This design comes from an exercise in tuning for small area on the open sky130 flow, not from production work. In this exercise RTL edits were held to simulation tests only and were not proved equivalent to the original. Power and IR drop assume default switching activity.

==> flow/design.v <==
`timescale 1ns/1ps
module scfd #(
    parameter MAX_FRAME = 128,
    parameter T_SETTLE  = 16
) (
    input  wire       clk,
    input  wire       rst,
    input  wire       rx_valid,
    input  wire [7:0] rx_data,
    output wire       tx_valid,
    output wire [7:0] tx_data,
    input  wire       tx_ready,
    output wire       bus_cs,
    output wire       bus_valid,
    output wire       bus_we,
    output wire [7:0] bus_wdata,
    input  wire       bus_ready,
    input  wire [7:0] bus_rdata,
    input  wire       bus_fail
);
    localparam [7:0] HEADER = 8'h7E;
    localparam [7:0] TAIL   = 8'h7F;
    localparam [6:0] CLAMP  = MAX_FRAME - 10;    
    localparam integer L    = 120;               
    localparam integer NP   = L / 8;             
    localparam integer NS   = 8;                 
    localparam [6:0] LAST   = L - 1;             
    localparam [6:0] XPOS   = 7'd8;              
    localparam [3:0] S_IDLE  = 4'd0;
    localparam [3:0] S_WAIT  = 4'd1;    
    localparam [3:0] S_FETCH = 4'd2;    
    localparam [3:0] S_SET   = 4'd3;    
    localparam [3:0] S_B0    = 4'd4;    
    localparam [3:0] S_B1    = 4'd5;    
    localparam [3:0] S_B2    = 4'd6;    
    localparam [3:0] S_B3    = 4'd7;    
    localparam [3:0] S_T0    = 4'd8;    
    localparam [3:0] S_T1    = 4'd9;    
    localparam [3:0] S_T2    = 4'd10;   
    localparam [3:0] S_T3    = 4'd11;   
    localparam [3:0] S_T4    = 4'd12;   
    localparam [3:0] S_TF    = 4'd13;   
    localparam [3:0] S_REW   = 4'd14;   
    localparam [3:0] S_RW    = 4'd15;   
    localparam [1:0] K_NACK = 2'd0;
    localparam [1:0] K_WR   = 2'd1;
    localparam [1:0] K_RD   = 2'd2;
    localparam [1:0] K_VF   = 2'd3;
    function [6:0] inc;    
        input [6:0] p;
        inc = (p == LAST) ? 7'd0 : p + 7'd1;
    endfunction
    reg        coll;        
    reg  [6:0] ac;          
    reg  [7:0] acc;         
    reg        cv;          
    reg  [2:0] c3;          
    reg  [7:0] p0, p1, p3;
    reg        p2z;         
    reg  [3:0] st;
    wire [6:0] idx       = ac + 7'd1;                  
    wire       ovf       = (ac == 7'd127);
    wire       app       = rx_valid && coll && !ovf;   
    wire       completes = app && (rx_data == TAIL) && (ac >= 7'd2);
    wire       hand_off  = completes && (acc == 8'd0) && (st == S_IDLE);
    wire       header    = rx_valid && !coll && (rx_data == HEADER);
    wire       abandon   = (completes && !hand_off) || (rx_valid && coll && ovf);
    wire       c_is7     = cv && (c3 == 3'd6);
    wire       c_is2     = cv && (c3 == 3'd1);
    wire       in_data   = (idx >= 7'd6) || (c_is2 && idx >= 7'd4) ||
                           (c_is7 && idx >= 7'd3);
    wire       data_in   = app && !completes && in_data;
    always @(posedge clk) begin
        if (rst) begin
            coll <= 1'b0;
        end else if (rx_valid) begin
            if (!coll) begin
                coll <= (rx_data == HEADER);
            end else if (ovf || completes) begin
                coll <= 1'b0;
            end
        end
    end
    always @(posedge clk) begin
        if (rx_valid) begin
            if (!coll) begin
                ac  <= 7'd0;
                acc <= rx_data;
            end else begin
                ac  <= idx;
                acc <= acc ^ rx_data;
            end
        end
    end
    always @(posedge clk) begin
        if (app) begin
            if (idx == 7'd1) begin
                cv <= (rx_data[7:4] == 4'd0) && (rx_data[3:0] != 4'd0) &&
                      (rx_data[3:0] <= 4'd8);
                c3 <= rx_data[2:0] - 3'd1;
            end
            if (idx == 7'd2) p0  <= rx_data;
            if (idx == 7'd3) p1  <= rx_data;
            if (idx == 7'd4) p2z <= (rx_data == 8'd0);
            if (idx == 7'd5) p3  <= rx_data;
        end
    end
    reg          pv;              
    reg  [7:0]   pr;
    reg  [8*NS-1:0] dl;           
    reg  [NS-1:0] sv, sf;
    reg  [6:0]   pc;              
    wire         s_in   = data_in && pv;
    wire         swr    = (sv != {NS{1'b0}}) && (pc[2:0] == 3'd0);
    wire [NS-1:0] s_old;
    genvar gq;
    generate
        for (gq = 0; gq < NS; gq = gq + 1) begin : g_old
            if (gq == NS - 1) begin : g_top
                assign s_old[gq] = sv[gq];
            end else begin : g_low
                assign s_old[gq] = sv[gq] && (sv[NS-1:gq+1] == {(NS-1-gq){1'b0}});
            end
        end
    endgenerate
    reg  [7:0]   s_out;
    integer      q;
    always @(*) begin
        s_out = 8'd0;
        for (q = 0; q < NS; q = q + 1)
            s_out = s_out | (dl[8*q +: 8] & {8{s_old[q]}});
    end
    wire         s_disp = |(sf & s_old);              
    wire [NS-1:0] sv_w  = swr ? (sv & ~s_old) : sv;    
    wire [NS-1:0] sf_w  = sf & sv_w;
    wire         flush_end = swr && s_disp && (sf_w == {NS{1'b0}});
    always @(posedge clk) begin
        if (rst || header || completes || (rx_valid && coll && ovf))
            pv <= 1'b0;
        else if (data_in)
            pv <= 1'b1;
        if (data_in)
            pr <= rx_data;
        dl <= {dl[8*NS-9:0], pr};
    end
    always @(posedge clk) begin
        if (rst) begin
            sv <= {NS{1'b0}};
            sf <= {NS{1'b0}};
        end else begin
            sv <= {(abandon ? sf_w[NS-2:0] : sv_w[NS-2:0]), s_in};
            sf <= {(hand_off ? sv_w[NS-2:0] : sf_w[NS-2:0]), 1'b0};
        end
    end
    wire [6:0]   pc_n   = swr ? pc : inc(pc);
    wire         x_start;         
    always @(posedge clk) begin
        if (rst)
            pc <= 7'd0;
        else if (x_start)
            pc <= XPOS;
        else
            pc <= pc_n;
    end
    wire [6:0]  plen    = ac - 7'd2;    
    wire        blk_ok  = (plen >= 7'd4) && p2z && !p3[7] && (p3[6:0] == plen - 7'd4);
    wire        pid_ok  = (p0[7:2] == 6'd0);
    wire [6:0]  ra_size = (p2z && p3 <= {1'b0, CLAMP}) ? p3[6:0] : CLAMP;
    wire [6:0]  cl_size = (p0 == 8'd0 && p1 <= {1'b0, CLAMP}) ? p1[6:0] : CLAMP;
    reg  [1:0]  d_kind;
    reg         d_ones, d_rd1;
    reg  [15:0] d_addr;
    reg  [6:0]  d_cnt;
    always @(*) begin
        d_kind = K_NACK;
        d_ones = 1'b0;
        d_rd1  = 1'b0;
        d_addr = {p0, p1};
        d_cnt  = 7'd0;
        if (cv) begin
            case (c3)
                3'd0: if (plen == 7'd2) begin d_kind = K_RD; d_cnt = 7'd1; d_rd1 = 1'b1; end
                3'd1: if (plen == 7'd3) begin d_kind = K_WR; d_cnt = 7'd1; end
                3'd2: if (plen == 7'd4) begin d_kind = K_RD; d_cnt = ra_size; end
                3'd3: if (blk_ok)       begin d_kind = K_WR; d_cnt = p3[6:0]; end
                3'd4: if (plen == 7'd2) begin
                    d_kind = K_WR; d_cnt = cl_size; d_ones = 1'b1; d_addr = 16'h0000;
                end
                3'd5: if (blk_ok)       begin d_kind = K_VF; d_cnt = p3[6:0]; end
                3'd6: if (plen == 7'd65 && pid_ok) begin
                    d_kind = K_WR; d_cnt = 7'd64; d_addr = {8'h01, p0[1:0], 6'd0};
                end
                default: if (plen == 7'd1 && pid_ok) begin
                    d_kind = K_RD; d_cnt = 7'd64; d_addr = {8'h01, p0[1:0], 6'd0};
                end
            endcase
        end
    end
    reg  [1:0]  kind;
    reg         ones, rd1;
    reg  [15:0] addr;
    reg  [6:0]  cnt;
    reg  [6:0]  tmr;
    reg         bad, mism;
    reg  [7:0]  csum;
    reg  [7:0]  h;
    reg  [6:0]  dp;           
    reg  [8*L-1:0] rc, rd;
    wire        rd_at = (dp[4:0] == 5'd31) || (dp == LAST);
    wire [6:0]  rpos  = (dp[6:5] == 2'd3) ? LAST : {dp[6:5], 5'd31};
    wire [7:0]  tail  = rd[8*rpos +: 8];
    wire wr_at   = (dp[4:0] == 5'd0);              
    reg         pf;                                
    wire has_pay = bad || (kind == K_NACK) || (kind == K_RD && cnt != 7'd0);
    wire err_pay = bad || (kind == K_NACK);
    wire at_x    = (kind == K_RD) ? wr_at : rd_at;
    wire x3      = (st == S_B3) && bus_ready;                
    wire xd      = (x3 && kind != K_WR && at_x) ||           
                   ((st == S_RW) && at_x);                   
    wire [7:0] xb = (st == S_RW) ? h : bus_rdata;            
    wire xr      = xd && (kind == K_RD);                     
    wire last_x  = (tmr + 7'd1 == cnt);                      
    wire done_x  = (tmr == cnt);                             
    wire pf_need = (cnt != 7'd0) && !ones && !bad && !pf;    
    wire t2_next = (st == S_T2) && tx_ready && !err_pay && (cnt != 7'd1) && rd_at;
    wire        hand_n = hand_off && (sv_w == {NS{1'b0}});    
    assign      x_start = hand_n || flush_end;
    wire        xfer   = (st == S_WAIT) && (sf == {NS{1'b0}});   
    wire d_stall = ((st == S_FETCH || st == S_TF) && rd_at) ||
                   xd || t2_next ||
                   ((st == S_SET) && pf_need && rd_at) ||
                   (xfer && tmr >= cnt) || (st == S_REW);
    always @(posedge clk) begin
        if (x_start)
            dp <= pc_n;
        else if (!d_stall)
            dp <= inc(dp);
    end
    genvar gp;
    generate
        for (gp = 0; gp < L; gp = gp + 1) begin : g_ring
            if (gp % 8 == 1 && gp / 8 == NP - 1) begin : g_cport
                always @(posedge clk)
                    rc[8*gp +: 8] <= (swr && pc[6:3] == gp / 8) ? s_out : rc[8*(gp-1) +: 8];
            end else if (gp % 8 == 1) begin : g_ciport
                wire [7:0] cd = ((gp / 8) % 2) ? ~s_out : s_out;
                always @(posedge clk)
                    rc[8*gp +: 8] <= ~((swr && pc[6:3] == gp / 8) ? cd : rc[8*(gp-1) +: 8]);
            end else begin : g_cplain
                always @(posedge clk)
                    rc[8*gp +: 8] <= rc[8*((gp+L-1)%L) +: 8];
            end
            if (gp % 32 == 1) begin : g_dport
                always @(posedge clk)
                    rd[8*gp +: 8] <= (xr && dp[6:5] == gp / 32) ? xb : rd[8*(gp-1) +: 8];
            end else if (gp == XPOS + 1) begin : g_dcopy
                always @(posedge clk)
                    rd[8*gp +: 8] <= xfer ? ~rc[8*XPOS +: 8] : rd[8*(gp-1) +: 8];
            end else begin : g_dplain
                always @(posedge clk)
                    rd[8*gp +: 8] <= rd[8*((gp+L-1)%L) +: 8];
            end
        end
    endgenerate
    always @(posedge clk) begin
        if (rst) begin
            st <= S_IDLE;
        end else begin
            case (st)
                S_IDLE: if (hand_off) st <= S_WAIT;
                S_WAIT: if (xfer && tmr == LAST) begin
                    if (cnt == 7'd0)
                        st <= S_T0;
                    else if (kind == K_WR && !ones)
                        st <= S_FETCH;
                    else
                        st <= S_B0;
                end
                S_FETCH: if (rd_at) st <= S_B0;
                S_B0: if (bus_ready) st <= S_B1;
                S_B1: if (bus_ready) st <= S_B2;
                S_B2: if (bus_ready) st <= S_B3;
                S_B3: if (x3) begin
                    if (kind == K_WR)
                        st <= S_SET;
                    else if (!at_x)
                        st <= S_RW;
                    else if (last_x)
                        st <= S_REW;
                end
                S_RW: if (at_x) st <= done_x ? S_REW : S_B3;
                S_SET: if (tmr == T_SETTLE - 1)
                    st <= (cnt == 7'd0 || bad) ? S_T0 :
                          (ones || pf || rd_at) ? S_B0 : S_FETCH;
                S_REW: if (tmr == LAST) st <= S_T0;
                S_T0: if (tx_ready) st <= S_T1;
                S_T1: if (tx_ready) st <= !has_pay ? S_T3 : err_pay ? S_T2 : S_TF;
                S_TF: if (rd_at) st <= S_T2;
                S_T2: if (tx_ready && !t2_next) st <= (err_pay || cnt == 7'd1) ? S_T3 : S_TF;
                S_T3: if (tx_ready) st <= S_T4;
                S_T4: if (tx_ready) st <= S_IDLE;
                default: st <= S_IDLE;
            endcase
        end
    end
    always @(posedge clk) begin
        case (st)
            S_IDLE: if (hand_off) begin
                pf   <= 1'b0;
                kind <= d_kind;
                ones <= d_ones;
                rd1  <= d_rd1;
                addr <= d_addr;
                cnt  <= d_cnt;
                bad  <= 1'b0;
                mism <= 1'b0;
                tmr  <= 7'd0;
            end
            S_WAIT:  if (xfer) tmr <= (tmr == LAST) ? 7'd0 : tmr + 7'd1;
            S_REW:   tmr <= (tmr == LAST) ? 7'd0 : tmr + 7'd1;
            S_FETCH: if (rd_at) h <= tail;
            S_TF:    if (rd_at) h <= tail;
            S_B3: if (x3) begin
                bad <= bus_fail;
                pf  <= 1'b0;
                h   <= bus_rdata;
                if (kind == K_WR) begin
                    cnt  <= cnt - 7'd1;
                    addr <= addr + 16'd1;
                    tmr  <= 7'd0;
                end else begin
                    tmr  <= tmr + 7'd1;
                end
            end
            default: ;
        endcase
        if (xd && kind == K_VF && xb != tail)
            mism <= 1'b1;
        case (st)
            S_SET: begin
                tmr <= tmr + 7'd1;
                if (pf_need && rd_at) begin
                    h  <= tail;
                    pf <= 1'b1;
                end
            end
            S_T2:  if (tx_ready) begin
                cnt <= cnt - 7'd1;
                if (t2_next) h <= tail;
            end
            default: ;
        endcase
    end
    assign bus_valid = (st[3:2] == 2'b01);
    assign bus_cs    = bus_valid || ((st == S_RW) && !done_x);
    assign bus_we    = (st != S_B3) || (kind == K_WR);
    assign bus_wdata = (st == S_B0) ? {6'd0, 1'b1, kind != K_WR} :
                       (st == S_B1) ? addr[15:8] :
                       (st == S_B2) ? addr[7:0] :
                       ones ? 8'hFF : h;
    reg [7:0] code_byte;
    always @(*) begin
        if (bad || kind == K_NACK) code_byte = 8'h11;
        else if (kind == K_WR)     code_byte = 8'h10;
        else if (kind == K_RD)     code_byte = rd1 ? 8'h12 : 8'h13;
        else                       code_byte = mism ? 8'h15 : 8'h14;
    end
    assign tx_valid = (st == S_T0 || st == S_T1 || st == S_T2 || st == S_T3 || st == S_T4);
    assign tx_data  = (st == S_T0) ? HEADER :
                      (st == S_T1) ? code_byte :
                      (st == S_T2) ? (err_pay ? (bad ? 8'h04 : 8'h01) : h) :
                      (st == S_T3) ? csum : TAIL;
    always @(posedge clk) begin
        if (tx_ready) begin
            if (st == S_T0)
                csum <= HEADER;
            else if (st == S_T1 || st == S_T2)
                csum <= csum ^ tx_data;
        end
    end
endmodule
==> flow/flow/run.sh <==
#!/bin/bash
# The standard layout (bash standard.sh, the standard flow's own ORFS flow), with two
# changes:
#  - the port buffers are the smallest buffer (sky130_fd_sc_hd__buf_1)
#    instead of the one buffer_ports picks by default;
#  - clock tree synthesis adds no dummy loads. Its other arguments are the
#    ones cts.tcl builds from config.mk (clkbuf_8, clusters of up to 16
#    sinks within 50 um).
# The whole output of the standard flow goes to standard_flow.log here; ORFS
# keeps each step's log under orfs/logs/.
set -euo pipefail
export BUFFER_PORTS_ARGS="-buffer_cell sky130_fd_sc_hd__buf_1"
export CTS_ARGS="-sink_clustering_enable -repair_clock_nets -sink_clustering_size 16 -sink_clustering_max_diameter 50 -buf_list sky130_fd_sc_hd__clkbuf_8 -dont_use_dummy_load"
bash standard.sh > standard_flow.log 2>&1
==> flow/standard.sh <==
#!/bin/bash
# synth_recipe.tcl (not shown) runs the flow's synth.tcl, then flattens the netlist and writes it again
# the make line also repeats each setting of config.mk as NAME=value (left out here)
make -C /OpenROAD-flow-scripts/flow DESIGN_CONFIG=/design/flow/config.mk WORK_HOME=/design/flow/orfs CLKGATE_MAP_FILE= SYNTH_SCRIPT=/design/flow/synth_recipe.tcl "${@:-finish}"
==> flow/config.mk <==
export PLATFORM = sky130hd
export DESIGN_NAME = scfd
export DESIGN_NICKNAME = scfd
export VERILOG_FILES = /design/flow/design.v
export SDC_FILE = /design/flow/constraint.sdc
export NUM_CORES = 4
export LEC_CHECK = 0
export ABC_AREA = 0
export CAP_MARGIN = 20
export CORE_MARGIN = 2
export CORE_UTILIZATION = 75
export CTS_BUF_LIST = sky130_fd_sc_hd__clkbuf_8
export CTS_CLUSTER_DIAMETER = 50
export CTS_CLUSTER_SIZE = 18
export PLACE_DENSITY = 0.85
export SLEW_MARGIN = 20
==> flow/constraint.sdc <==
create_clock -name core_clock -period 10.0 [get_ports {clk}]
set_input_delay 2.0000 -clock core_clock [delete_from_list [all_inputs] [get_ports {clk}]]
set_output_delay 2.0000 -clock core_clock [all_outputs]
set_load 0.01 [all_outputs]
==> results.cfg, run 1 <==
[sta]
rsz0062_at_grt = false
max-slew-margin-rel = 0.205
period_needed_ns = 5.28
setup_ws_ns = 4.72
tns_ns = 0
finalHoldViolCount = 0
clock.fmax_mhz = 190
finalMaxSlewViolations = 0
post-route-period-util = 0.528
finalSetupViolCount = 0
tightest_slew_ns = 1.19
fin_skew_ns = 0.0877
whs_ns = 0.253

[route]
totalWireLength_um = 110000
antenna_left = 0
first_iter_violations = 2431
drt-wirelength-per-cell_um = 24.9
drc = 0
dr.pass1.iters = 7
vias = 25300
vias_per_cell = 5.73

[cells_and_area]
area_growth_pct = 6.31
fill_cells = 2923
final_nets = 3585
drive_above_1_share = 0.0626
design_area_um2 = 54500

[synthesis]
synth_area_um2 = 51300
yosysMostFrequentCell = dfxtp_1
synth-main-ff-cell = dfxtp_1
ys_seq_area_frac = 0.847
synth-edff-count = 95
synthTopCellsByArea = dfxtp_1 79%, edfxtp_1 5.6%, nand2_1 1.5%, mux2i_1 1.4%, o21ai_0 1.2%
syn-num-nets = 3454
synth.distinct_cells = 85
synth-seq-cells = 2124
postSynthCellCount = 3399
yosysTopAreaCellShare = 0.792
synth_commonest_cells = 2029 x dfxtp_1, 199 x nand2_1, 129 x nor2_1
yosys.area.top_type = dfxtp_1
yosys_warnings = 1
syn_area_per_cell_um2 = 15.1
async_reset_ff_frac = 0

[worst_setup_path]
worstPathCellList = inv_1 -> ha_1 -> nor2_1 -> nand2_1 -> o221ai_1 -> buf_1
r2r-start = st[3]
worstSetupStartpointType = flop
r2r_cells = 6
required_ns = 8.00
worstPathMaxFanout = 15
critical_path_class = reg -> out
rr_endpoint = mism
cp_top_family = simple AND/OR/NAND/NOR gates
worstPathArrival_ns = 3.28
reg2reg_slack_ns = 6.03
cp-end-kind = output port
critical-path-max-stage-delay_ns = 0.88
cp.buffers_inverters = 2
critPathSlowestCell = nor2_1

[clock_network]
clockBufferDepth = 3
clk_pin_slew_ns = 0.11
clock_sinks = 2124
post_cts_resized = 0
cts_buffers = 155
clk_latency_ns = 0.82
cts_tree = yes
htreeDepth = 4
ctsRootBufferMaster = clkbuf_8
cts_setup_buffers = 0
hold_buffers = 0

[pwr]
p_per_area_nw_per_um2 = 232
irDropWorstVdd_mv = 0.247
leakagePower_nw = 21.1
power.total_mw = 12.7

[outcome]
outcome = complete, no violations

[die]
io_pins = 42
die-height_um = 266
core_um2 = 67400
die_w_um = 266
initial_core_util = 0.761
rows = 95
die_area_um2 = 70500

[min_path]
min_from = rc[35]
min_path_type = reg -> reg
holdPathStages = 0
hold_end = rc[43]

[grt]
overflow = 0
grt_max_degree = 41
antenna_found_initial = 8
grt_pass1_wl_um = 166000
grtUsageTotal = 0.320
grt_pass1_vias = 26800

[placement]
gp_congestion = 0.871
port_buffers = 41
placed_area_um2 = 52400
dp_slack_ns = 4.33
hpwl_um = 66900

[flow_run]
maxCapViolCount = 0
-- per-layer routing --
metal | wire, µm | track usage | share of wire | up-vias
li1 | - | - | - | 11500
met1 | 43300 | 0.394 | 0.39 | 12200
met5 | 41 | 0 | 0.00037 | -
met3 | 6420 | 0.0606 | 0.058 | 380
met4 | 5340 | 0.153 | 0.049 | 6
met2 | 54800 | 0.546 | 0.50 | 1160
-- power breakdown --
part	switching, mW	internal, mW
clock network	2.45	1.39
logic	0.109	0.0641
registers	0.0676	8.56
-- how the worst max path moves through the flow --
stage               slack, ns           end      from  cells after the start
global placement         4.51         dp[5]  rx_valid                      9
finish                   4.72    tx_data[1]   kind[0]                      6
CTS                      4.80  bus_wdata[2]     st[2]                      4
floorplan                6.01         dp[0]  tx_ready                      5
global route             4.59  bus_wdata[0]     st[2]                      6
detailed placement       4.33         dp[1]  rx_valid                      9
-- cells in the final DEF, fill, tap and decap left out, types with 9 or more instances in the layout --
cell / netlist / final
or2_2: 11 / 11
mux2i_1: 71 / 71
nand2b_1: 15 / 15
nor3b_1: 15 / 14
diode_2: 0 / 9
a211oi_1: 13 / 13
nor4_1: 17 / 17
buf_1: 14 / 40
a22oi_1: 22 / 22
and2_1: 14 / 14
nor3_1: 36 / 36
a22o_1: 27 / 27
nand3_1: 43 / 43
a31oi_1: 17 / 17
dfxtp_1: 2029 / 2029
inv_1: 39 / 39
o21a_1: 19 / 19
o21ai_0: 127 / 127
o22ai_1: 13 / 13
buf_4: 0 / 18
clkbuf_8: 0 / 155
and3_1: 18 / 18
edfxtp_1: 95 / 95
ha_1: 33 / 33
o211ai_1: 11 / 11
nand2_1: 199 / 199
xnor2_1: 46 / 46
xor2_1: 21 / 21
nand4_1: 17 / 17
a21oi_1: 71 / 71
nor2_1: 129 / 126
-- stage by stage --
step | cells | util
floorplan | 3399 | -
global placement | 4245 | 0.777
detailed placement | 4245 | 0.777
CTS | 4400 | 0.808
global route | 4402 | 0.809
finish | 4410 | 0.809
-- cells by family (layout without fill, tap and decap cells) --
logic type                 count (synthesis)  count (layout)  synth area share
buffers and inverters                    125             254           0.00983
other                                      0               9                 0
muxes                                     79              79            0.0174
and+or+nand+nor                          555             555            0.0516
DFF                                     2124            2124             0.847
AOI/OAI and AO/OA                        415             415            0.0539
adders and majority gates                 33              33           0.00805
xor gates and xnor gates                  68              68            0.0119
-- sequential cells by signal, indices dropped and copies added, names as in the netlist, 3 cells and up --
name,count
rc,960
rd,960
dl,64
addr,16
acc,8
csum,8
h,8
p0,8
p1,8
p3,8
pr,8
sv,8
ac,7
cnt,7
dp,7
pc,7
sf,7
tmr,7
st,4
c3,3
-- worst reg2reg max path: stages (launching register included) --
cell and delay (ns):
dfxtp_1 0.81, nand4_1 0.93, mux2i_1 1.16, xnor2_1 0.23, nor4_1 0.27, nand2_1 0.18
a32o_1 0.31
-- area by class of cell --
| cell class | instances | area [µm²] | share of cell area |
|---|---|---|---|
| Sequential cell | 2124 | 43500 | 0.797 |
| Timing Repair Buffer | 59 | 290 | 0.00532 |
| Multi-Input combinational cell | 1150 | 7380 | 0.135 |
| Antenna cell | 9 | 22.5 | 0.000413 |
| Clock buffer | 155 | 2130 | 0.0391 |
| Tap cell | 873 | 1090 | 0.0200 |
| Inverter | 40 | 150 | 0.00275 |
==> run 2: changes to the inputs <==
--- a/flow/config.mk
+++ b/flow/config.mk
@@ -11,6 +11,6 @@
 export CORE_UTILIZATION = 75
 export CTS_BUF_LIST = sky130_fd_sc_hd__clkbuf_8
 export CTS_CLUSTER_DIAMETER = 50
-export CTS_CLUSTER_SIZE = 18
+export CTS_CLUSTER_SIZE = 16
 export PLACE_DENSITY = 0.85
 export SLEW_MARGIN = 20
==> run 2 against run 1 <==
  * Sequential power about the same
  * Worst hold slack is the same
  * Still clean
  * Sequential share of layout area unchanged
  * Final cell count unchanged
  * Highest routed layer unchanged
  * Largest cell class unchanged
  * Clock skew is the same
  * Total power unchanged
  * Utilization unchanged
  * Critical endpoint unchanged
  * Count of clock-buffer cells in the layout stayed put
  * Clock power is essentially flat
  * Area after synthesis stayed put
  * Largest power group unchanged
  * Routed wire length unchanged
  * Critical path depth unchanged
==> results.cfg, run 2 <==
[outcome]
outcome = complete, no violations

[route]
first_iter_violations = 2431
antenna_left = 0
vias = 25300
drt-wirelength-per-cell_um = 24.9
dr.pass1.iters = 7
totalWireLength_um = 110000
vias_per_cell = 5.73
drc = 0

[synthesis]
yosys_warnings = 1
yosysMostFrequentCell = dfxtp_1
ys_seq_area_frac = 0.847
synthTopCellsByArea = dfxtp_1 79%, edfxtp_1 5.6%, nand2_1 1.5%, mux2i_1 1.4%, o21ai_0 1.2%
syn_area_per_cell_um2 = 15.1
synth-main-ff-cell = dfxtp_1
yosysTopAreaCellShare = 0.792
syn-num-nets = 3454
synth-edff-count = 95
synth_commonest_cells = 2029 x dfxtp_1, 199 x nand2_1, 129 x nor2_1
async_reset_ff_frac = 0
synth.distinct_cells = 85
synth_area_um2 = 51300
yosys.area.top_type = dfxtp_1
postSynthCellCount = 3399
synth-seq-cells = 2124

[grt]
overflow = 0
grt_max_degree = 41
grtUsageTotal = 0.320
grt_pass1_wl_um = 166000
antenna_found_initial = 8
grt_pass1_vias = 26800

[placement]
dp_slack_ns = 4.33
port_buffers = 41
hpwl_um = 66900
gp_congestion = 0.871

[worst_setup_path]
r2r-start = st[3]
cp.buffers_inverters = 2
cp-end-kind = output port
cp.depth = 6
worstPathArrival_ns = 3.28
critPathSlowestCell = nor2_1
required_ns = 8.00
startpoint = kind[0]
r2r_cells = 6
worstPathCellList = inv_1 -> ha_1 -> nor2_1 -> nand2_1 -> o221ai_1 -> buf_1
critical-path-max-stage-delay_ns = 0.88
worstPathMaxFanout = 15
critical_path_class = reg -> out
worstSetupStartpointType = flop
cp_top_family = simple AND/OR/NAND/NOR gates

[die]
initial_core_util = 0.761
die_area_um2 = 70500
io_pins = 42
die-height_um = 266
rows = 95
core_um2 = 67400
die_w_um = 266

[clock_network]
cts_buffers = 155
htreeDepth = 4
clockBufferDepth = 3
ctsRootBufferMaster = clkbuf_8
cts_tree = yes
cts_setup_buffers = 0
hold_buffers = 0
clk_pin_slew_ns = 0.11
post_cts_resized = 0
clock_sinks = 2124
clk_latency_ns = 0.82

[sta]
finalSetupViolCount = 0
rsz0062_at_grt = false
setup_ws_ns = 4.72
post-route-period-util = 0.528
finalMaxSlewViolations = 0
fin_skew_ns = 0.0877
period_needed_ns = 5.28
finalHoldViolCount = 0
whs_ns = 0.253
clock.fmax_mhz = 190
max-slew-margin-rel = 0.205
tightest_slew_ns = 1.19
tns_ns = 0

[pwr]
irDropWorstVdd_mv = 0.247
p_per_area_nw_per_um2 = 232
leakagePower_nw = 21.1
power.total_mw = 12.7

[min_path]
min_from = rc[35]
holdPathStages = 0
min_path_type = reg -> reg

[cells_and_area]
multi_input_area_um2 = 7380
seqCellArea_um2 = 43500
fill_cells = 2923
final_cell_mix = 2029 x dfxtp_1, 199 x nand2_1, 155 x clkbuf_8
post-route-util = 0.809
final_nets = 3585
area_growth_pct = 6.31
drive_above_1_share = 0.0626
final_common_cell = dfxtp_1
largest_registers = rc x960, rd x960, dl x64

[flow_run]
maxCapViolCount = 0
run 2: cell type report:
| cell class | instances | area share |
|---|---|---|
| antenna | 9 | 0.000413 |
| clock buffer | 155 | 0.0391 |
| inverter | 40 | 0.00275 |
| multi-input combinational | 1150 | 0.135 |
| sequential | 2124 | 0.797 |
| tap | 873 | 0.0200 |
| timing repair buffer | 59 | 0.00532 |
run 2: logic make-up (layout without fill, tap and decap cells):
logic type | Yosys count | in the layout | synth area share
adders and majority gates | 33 | 33 | 0.00805
other | 0 | 9 | 0
muxes | 79 | 79 | 0.0174
buffers and inverters | 125 | 254 | 0.00983
AOI/OAI and AO/OA | 415 | 415 | 0.0539
DFF | 2124 | 2124 | 0.847
xor gates and xnor gates | 68 | 68 | 0.0119
and+or+nand+nor | 555 | 555 | 0.0516
run 2: power by group:
part / total, mW / leakage, nW / switching [mW] / internal (mW)
Combinational: 0.173 / 2.67 / 0.109 / 0.0641
Sequential: 8.63 / 17.4 / 0.0676 / 8.56
Clock: 3.85 / 1.11 / 2.45 / 1.39
Total: 12.7 / 21.1 / 2.63 / 10.0
run 2: worst register-to-register path: stages, from the launching register on:
cell and delay, ns:
dfxtp_1 0.81, nand4_1 0.93, mux2i_1 1.16, xnor2_1 0.23
nor4_1 0.27, nand2_1 0.18, a32o_1 0.31
run 2: metrics by stage:
step / instances / cell area (µm²)
2_1_floorplan: 3399 / 51300
3_3_place_gp: 4245 / 52400
3_5_place_dp: 4245 / 52400
4_1_cts: 4400 / 54500
5_1_grt: 4402 / 54500
6_report: 4410 / 54500
run 2: layer usage:
layer / vias up / track usage / wire length, µm
met5: - / 0 / 41
met4: 6 / 0.153 / 5340
met3: 380 / 0.0606 / 6420
met2: 1160 / 0.546 / 54800
met1: 12200 / 0.394 / 43300
li1: 11500 / - / -
run 2: final timing paths:
| check | endpoint | slack (ns) |
|---|---|---|
| worst max-delay path | tx_data[1] | 4.72 |
| worst min-delay path | rc[43] | 0.25 |
| worst max register to register | mism | 6.03 |
| worst min register to register | rc[43] | 0.25 |
==> run 3: changes to the inputs <==
--- a/flow/design.v
+++ b/flow/design.v
@@ -202,7 +202,6 @@
     reg  [6:0]  cnt;
     reg  [6:0]  tmr;
     reg         bad, mism;
-    reg  [7:0]  csum;
     reg  [7:0]  h;
     reg  [6:0]  dp;           
     reg  [8*L-1:0] rc, rd;
@@ -344,8 +343,11 @@
                     pf <= 1'b1;
                 end
             end
+            S_T0:  if (tx_ready) addr[7:0] <= HEADER;
+            S_T1:  if (tx_ready) addr[7:0] <= addr[7:0] ^ tx_data;
             S_T2:  if (tx_ready) begin
-                cnt <= cnt - 7'd1;
+                cnt       <= cnt - 7'd1;
+                addr[7:0] <= addr[7:0] ^ tx_data;
                 if (t2_next) h <= tail;
             end
             default: ;
@@ -369,13 +371,5 @@
     assign tx_data  = (st == S_T0) ? HEADER :
                       (st == S_T1) ? code_byte :
                       (st == S_T2) ? (err_pay ? (bad ? 8'h04 : 8'h01) : h) :
-                      (st == S_T3) ? csum : TAIL;
-    always @(posedge clk) begin
-        if (tx_ready) begin
-            if (st == S_T0)
-                csum <= HEADER;
-            else if (st == S_T1 || st == S_T2)
-                csum <= csum ^ tx_data;
-        end
-    end
+                      (st == S_T3) ? addr[7:0] : TAIL;
 endmodule
==> run 3 against run 2 <==
  * Still clean on timing, DRC and antenna
  * Area after synthesis is 0.23% lower
  * Worst hold slack better by 0.030 ns
  * Non-clock buffer count is 6 lower
  * Global-route usage is 0.26 points lower
  * Final cell count is 0.77% lower
  * Routed wire length is 0.88% lower
  * Count of clock-buffer cells in the layout is 1 higher
  * Maximum frequency is 2.8% lower
  * Critical path type unchanged
  * Largest cell class unchanged
  * Largest power group unchanged
==> results.cfg, run 3 <==
[outcome]
outcome = complete, no violations

[grt]
overflow = 0
grt_pass1_wl_um = 164000
grt_max_degree = 39
grt_pass1_vias = 26500
grtUsageTotal = 0.317
antenna_found_initial = 3

[synthesis]
synth-seq-cells = 2116
synth_commonest_cells = 2037 x dfxtp_1, 176 x nand2_1, 124 x mux2i_1
yosys_warnings = 1
syn_area_per_cell_um2 = 15.2
yosysTopAreaCellShare = 0.797
synth-edff-count = 79
ys_seq_area_frac = 0.843
synth.distinct_cells = 82
synth-main-ff-cell = dfxtp_1
async_reset_ff_frac = 0
yosysMostFrequentCell = dfxtp_1
syn-num-nets = 3433
postSynthCellCount = 3376
synthTopCellsByArea = dfxtp_1 80%, edfxtp_1 4.6%, mux2i_1 2.4%, nand2_1 1.3%, o21ai_0 1.0%
synth_area_um2 = 51200
yosys.area.top_type = dfxtp_1

[worst_setup_path]
r2r_cells = 6
required_ns = 8.00
cp-end-kind = output port
r2r-start = st[1]
rr_endpoint = mism
worstPathArrival_ns = 3.43
worstSetupStartpointType = flop
critical_path_class = reg -> out
worstPathMaxFanout = 27
reg2reg_slack_ns = 5.56

[sta]
period_needed_ns = 5.43
clock.fmax_mhz = 184
finalSetupViolCount = 0
setup_ws_ns = 4.57
finalMaxSlewViolations = 0
tightest_slew_ns = 1.12
rsz0062_at_grt = false
tns_ns = 0
post-route-period-util = 0.543
fin_skew_ns = 0.107
max-slew-margin-rel = 0.252
finalHoldViolCount = 0

[clock_network]
htreeDepth = 4
hold_buffers = 0
clk_latency_ns = 0.84
clock_sinks = 2116
cts_setup_buffers = 0
ctsRootBufferMaster = clkbuf_8
cts_buffers = 156
clockBufferDepth = 3
post_cts_resized = 0
cts_tree = yes
clk_pin_slew_ns = 0.06

[die]
die_w_um = 265
die_area_um2 = 70300
initial_core_util = 0.759
io_pins = 42
die-height_um = 265
core_um2 = 67400
rows = 95

[route]
first_iter_violations = 2494
totalWireLength_um = 109000
antenna_left = 0
dr.pass1.iters = 8
vias_per_cell = 5.69
drt-wirelength-per-cell_um = 24.9
drc = 0
vias = 24900

[placement]
port_buffers = 41
hpwl_um = 67800
gp_congestion = 0.880
dp_slack_ns = 4.98

[cells_and_area]
largest_registers = rc x960, rd x960, dl x64
final_nets = 3559
area_growth_pct = 6.14
final_common_cell = dfxtp_1
drive_above_1_share = 0.0574
seqCellArea_um2 = 43200
fill_cells = 3026
multi_input_area_um2 = 7480
final_cell_mix = 2037 x dfxtp_1, 176 x nand2_1, 156 x clkbuf_8

[pwr]
p_per_area_nw_per_um2 = 247
leakagePower_nw = 21.6
irDropWorstVdd_mv = 0.206

[min_path]
holdPathStages = 0
min_path_type = reg -> reg
hold_end = rd[326]
min_from = rd[318]

[flow_run]
maxCapViolCount = 0
## run 3: through the flow
| step | hold slack (ns) | total power, mW | util | instance area [µm²] | instances |
|---|---|---|---|---|---|
| finish | 0.283 | 13.4 | 0.806 | 54300 | 4376 |
| global route | 0.264 | 13.8 | 0.806 | 54300 | 4374 |
| CTS | 0.268 | 13.4 | 0.806 | 54300 | 4373 |
| detailed placement | 0.312 | 9.72 | 0.774 | 52200 | 4217 |
| global placement | 0.310 | 9.63 | 0.774 | 52200 | 4216 |
| floorplan | 0.310 | 9.45 | - | 51200 | 3376 |
## run 3: cells by family (layout without fill, tap and decap cells)
kind of cell | count (synthesis) | count (layout) | share of synthesized area
AOI/OAI and AO/OA | 350 | 350 | 0.0447
xor gates and xnor gates | 67 | 67 | 0.0120
adders and majority gates | 35 | 35 | 0.00856
buffers and inverters | 139 | 263 | 0.0109
DFF | 2116 | 2116 | 0.843
muxes | 133 | 133 | 0.0280
other | 0 | 3 | 0
and+or+nand+nor | 536 | 536 | 0.0528
## run 3: layout make-up
| type | count | area share |
|---|---|---|
| Clock buffer | 156 | 0.0395 |
| Inverter | 54 | 0.00373 |
| Sequential cell | 2116 | 0.794 |
| Timing Repair Buffer | 53 | 0.00449 |
| Multi-Input combinational cell | 1121 | 0.138 |
| Tap cell | 873 | 0.0201 |
| Antenna cell | 3 | 0.000138 |
## run 3: how the worst max path moves through the flow
stage	startpoint	end	slack, ns	depth (start not counted)
4_1_cts	st[2]	bus_wdata[0]	4.62	6
3_5_place_dp	rx_data[2]	dp[4]	4.98	8
6_report	st[1]	bus_cs	4.57	3
3_3_place_gp	rx_data[2]	st[3]	5.09	8
5_1_grt	st[2]	bus_wdata[0]	4.34	6
2_1_floorplan	rx_data[5]	dp[0]	5.81	8
## run 3: worst max-delay path: stages (launching register included)
cell	delay [ns]
dfxtp_1	0.98
nand4_1	0.91
o21ai_0	0.58
buf_1	0.20
## run 3: power by group
group	internal [mW]	total (mW)	switching (mW)
Clock	1.40	3.83	2.42
Sequential	8.82	9.07	0.251
Combinational	0.190	0.515	0.325
Total	10.4	13.4	3.00
## run 3: routing by layer
| metal | up-vias | part of all wire | track usage |
|---|---|---|---|
| met5 | - | 0 | 0 |
| met4 | 0 | 0.052 | 0.158 |
| met3 | 361 | 0.059 | 0.0581 |
| met2 | 1107 | 0.50 | 0.547 |
| met1 | 12000 | 0.39 | 0.385 |
| li1 | 11400 | - | - |

==> static timing again, ports no longer ideal <==
No port has a modelled driver above. Below, the same layouts with a new extraction and two added sets of constraints. Step 1 assumes that a clkbuf_16 drives the clock port and a buf_2 every other input. Step 2 adds t to the input delays and takes it off the output delays; t is the mean of the earliest and latest rising clock arrival at the registers after step 1. Input paths then give back, and output paths get back, about the clock's delay inside the block. Three values: no drivers, after step 1, after step 2; two values: the first two.
run | shift t [ns] | setup WS [ns] | hold WS [ns] | slew at the worst register clock pin (ns)
run 1 | 0.844 | 4.723 / 4.659 / 4.680 | 0.253 / 0.253 / 0.253 | 0.11 / 0.11
run 2 | 0.844 | 4.723 / 4.659 / 4.680 | 0.253 / 0.253 / 0.253 | 0.11 / 0.11
run 3 | 0.855 | 4.569 / 4.503 / 4.888 | 0.283 / 0.283 / 0.283 | 0.11 / 0.11
After both steps setup and hold are still met in every run listed.
